Background: an optimization exercise with open tools, aiming at small area, a short achievable clock period and few clock cycles per item. Do not read the settings as production practice. At most, simulation tests tie the RTL to the original design; equivalence was not proved. No activity file was given, so power comes from the tool's default toggle rates.

run 2:
==> flow/design.v (excerpt) <==
module cpu16 (
    input  wire         clk,
    input  wire         rst,           
    input  wire [15:0]  reset_pc,
    input  wire [15:0]  reset_sp,
    input  wire         step_valid,
    input  wire         step_irq,      
    input  wire [7:0]   step_vector,
    output wire         step_ready,
    output wire         step_done,
    output wire [127:0] regs,          
    output wire [15:0]  sr_out,
    output wire         halted,
    output wire [1:0]   fault_kind,
    output wire [15:0]  fault_pc,
    output wire [16:0]  fault_info,
    output reg          mem_req,
    output reg          mem_we,
    output reg  [15:0]  mem_addr,
    output reg  [15:0]  mem_wdata,
    output reg  [1:0]   mem_be,
    input  wire [15:0]  mem_rdata,
    input  wire         mem_ready
);
export LEC_CHECK = 0
export CAP_MARGIN = 20
export CORE_MARGIN = 2
export CORE_UTILIZATION = 25
export PLACE_DENSITY = 0.45
export SETUP_SLACK_MARGIN = 2.0
export SLEW_MARGIN = 20
create_clock -name core_clock -period 8.0 [get_ports {clk}]
standard.sh (not shown) runs the stock make flow with config.mk's settings and CLKGATE_MAP_FILE= SYNTH_SCRIPT=/design/flow/synth_recipe.tcl, a recipe that flattens the netlist after the stock synthesis.
==> flow/flow/run.sh <==
#!/bin/bash
export BUFFER_PORTS_ARGS="-buffer_cell sky130_fd_sc_hd__buf_2"
bash standard.sh > standard.log 2>&1
--- input diff run 2..run 5 ---
diff --git a/flow/design.v b/flow/design.v
--- a/flow/design.v
+++ b/flow/design.v
@@ -41,12 +41,13 @@
     reg         fbad;       
     reg [1:0]   mvhl;       
     wire        hlt = |fkind;
     wire [15:0] r6  = rf[111:96];
     wire [15:0] r7  = rf[127:112];
     reg  st_idle, st_ex, st_mv2;      
+    reg  st_wb, st_brx;
     wire [4:0] op = ir[15:11];
     function [15:0] decr(input [15:0] x, input a2, input a4);
         reg c;
         integer i, j;
         begin
             decr[0] = x[0];
@@ -56,13 +57,13 @@
                 for (j = 2; j < i; j = j + 1)
                     c = c & !x[j];
                 decr[i] = x[i] ^ (c & (a4 | (a2 & !x[1])));
             end
         end
     endfunction
-    localparam integer PD_W = 25;
+    localparam integer PD_W = 27;
     function [PD_W-1:0] predec(input [15:0] w);
         reg [4:0] o;
         reg mv, f2, f0, ill;
         reg [2:0] am, dmd;
         begin
             o  = w[15:11];
@@ -81,12 +82,15 @@
             else
                 ill = (w[10:8] > 3'd5) || (!w[10] && (w[7:3] != 5'd0)) ||
                       ((o == 5'd29) && (w[10:8] != 3'd4));
             am  = mv ? w[8:6] : (f2 ? w[7:5] : w[10:8]);
             dmd = mv ? w[5:3] : w[10:8];
             predec = {
+                !(f2 && w[10:8] == 3'd7 && o != 5'd4) && !(o == 5'd2 && w[2:0] == 3'd6) &&
+                !(o == 5'd2 && w[2:0] == 3'd7) && !(mv && w[2:0] == 3'd7),
+                mv && (w[8:6] == 3'd0 || w[8:6] == 3'd4) && (w[5:3] == 3'd0) && (w[2:0] != 3'd7),
                 mv,                                               
                 (o == 5'd1),                                      
                 (o == 5'd2),                                      
                 f2,                                               
                 (o == 5'd4),                                      
                 (o == 5'd11),                                     
@@ -98,13 +102,16 @@
                 ill,                                              
                 am,                                               
                 dmd,                                              
                 f2 ? w[10:8] : w[2:0],                            
                 (am == 3'd1) || (am == 3'd3),                     
                 (am == 3'd0) || (am == 3'd4),                     
-                2'b00};
+                (f2 && (am == 3'd0 || am == 3'd4) && !(w[10:8] == 3'd7 && o != 5'd4)) ||
+                ((o >= 5'd12) && (o <= 5'd25) && (am == 3'd0 || am == 3'd4)) ||
+                ((o == 5'd11) && am == 3'd0 && w[2:0] != 3'd7),
+                (((o >= 5'd12) && (o <= 5'd17)) || (o == 5'd24)) && am == 3'd0};
         end
     endfunction
     reg  [PD_W-1:0] pd;
     reg  [2:0]      ra_r;    
     reg  [15:0]     tgt_r;   
     reg  [7:0]      ra_oh, rd_oh;
@@ -686,13 +693,18 @@
     wire z_hi = (res[15:8] == 8'd0);
     wire z_lo = (res[7:0] == 8'd0);
     wire [2:0] flags = {mv_byte_l ? res[7] : res[15],
                         (mv_byte_l || z_hi) && (mv_byte_h || z_lo),
                         res_c};
     wire active = !st_idle;
-    wire slot   = !hlt && slot_ok;    
+    wire slot_f = st_idle ||
+                  (st_ex && !fbad && !illegal1 && pd[1] && !(cond && pd[0])) ||
+                  (st_mv2 && pd[25] && !ext_illegal) ||
+                  (st_wb && pd[26]) ||
+                  (st_brx && !cond);
+    wire slot   = !hlt && slot_f;
     wire f_req  = !step_irq && !rd_bad;            
     assign step_ready = hlt || (slot && (mem_ready || !f_req));
     wire accept = step_valid && step_ready && !hlt;
     wire [15:0] new_ir = step_irq ? {5'd29, 3'd4, step_vector} : mem_rdata;
     wire [PD_W-1:0] pd_new = predec(new_ir);
     wire rd_bad = (as[AS_PCE]  && pce_ffff) || (as[AS_AADJ] && (a_m4 ? a_0003 : a_0001)) ||
@@ -722,12 +734,17 @@
     wire acc_ok = !(b_rd || b_wr) || mem_ready;
     wire go     = active && !f_now && acc_ok;
     wire [15:0] rd_m2 = mem_rdata - 16'd2;
     wire [15:0] wbus = ({16{wgd[0]}} & res) | ({16{wgd[1]}} & Aadj) | ({16{wgd[2]}} & Dadj);
     wire [15:0] spv = wspd ? spp2 : spm2;
     wire [15:0] r7_p2 = addr_bus + 16'd2;    
+    wire [8:0]  tg_lo = {1'b0, addr_bus[7:0]} + {1'b0, mem_rdata[7:0]};
+    wire [7:0]  tg_hi = (tg_lo[8] == mem_rdata[7]) ? addr_bus[15:8] :
+                        mem_rdata[7] ? addr_bus[15:8] - 8'd1 : addr_bus[15:8] + 8'd1;
+    always @(posedge clk)
+        tgt_r <= {tg_hi, tg_lo[7:0]};
     wire [15:0] r7_n = rst ? reset_pc :
                        (active && f_now) ? r7_arch :
                        (accept && !step_irq) ? r7_p2 :             
                        !go ? r7 :
                        (st_ex && c_move) ? r7_p2 :                 
                        wpcr ? res :
@@ -764,12 +781,14 @@
                       go ? (fin ? M_IDLE : nms) : ms;
     always @(posedge clk) begin
         ms      <= ms_n;
         st_idle <= (ms_n == M_IDLE);
         st_ex   <= (ms_n == M_EX);
         st_mv2  <= (ms_n == M_MV2);
+        st_wb   <= (ms_n == M_WB);
+        st_brx  <= (ms_n == M_BRX);
     end
     always @(posedge clk) begin
         if (rst) begin
             sr     <= 16'd0;
             fkind  <= 2'd0;
             done_r <= 1'b0;
@@ -793,13 +812,12 @@
     end
     always @(posedge clk) begin
         if (accept) begin
             ir   <= new_ir;
             pd   <= pd_new;
             ra_r <= new_ir[2:0];
-            tgt_r <= addr_bus + {{8{mem_rdata[7]}}, mem_rdata[7:0]};
             ra_oh <= 8'd1 << new_ir[2:0];
             rd_oh <= 8'd1 << (pd_new[21] ? new_ir[10:8] : new_ir[2:0]);
         end else if (go) begin
             if (wt)   t <= (wts == 2'd0) ? res : (wts == 2'd1) ? mem_rdata :
                              (wts == 2'd2) ? ~mem_rdata : rd_m2;
             if (wirt) ir <= t;
Results
Of run 5 and run 2, it is run 5 that has the higher number of multi-input logic gates.
Of run 2 and run 5, the run reporting the higher routed wire length was run 5.
NOTE combinational power run 2->run 5 decreased by more than 10%
Compared with run 2, in run 5 share of cell area taken by flip-flops and latches closely matched the old numbers; sequential fraction of the synthesis area decreased by 0.34 points relative to the old numbers.
[compare] base=run 2 new=run 5: total power has decreased; wire length of the first global-routing pass went up 8.0%.
Going from run 2 to run 5, required time of the critical path shrank by 2.05 ns; proportion of power drawn by combinational gates moved down.
Testbench counts of run 5, summed over its fixed seeds: cycles 92,534, steps 54,336.
Function not checked in run 2: the RTL went through the layout flow alone.

-- port drivers added, routing unchanged --
The flow's constraints put no driver on any port. The routed layouts listed below were extracted and timed again, unchanged, in two steps.
Step 1 assumes that a clkbuf_16 drives the clock port and a buf_2 every other input.
Step 2, shift: input delay + t, output delay - t, t = (earliest + latest rising clock arrival at the registers) / 2. This alone moves slack from input paths to output paths.
Slacks: no drivers / after step 1 / after step 2; pairs: no drivers / after step 1.
run	t (ns)	slack for setup (ns)	worst hold slack (ns)	latest minus earliest clock arrival (ns)
run 2	0.638	1.943 / 1.936 / 1.943	0.504 / 0.504 / 0.504	0.058 / 0.058
run 5	0.645	1.978 / 1.909 / 2.034	0.519 / 0.519 / 0.519	0.041 / 0.040
After both steps every run listed still meets setup and hold.
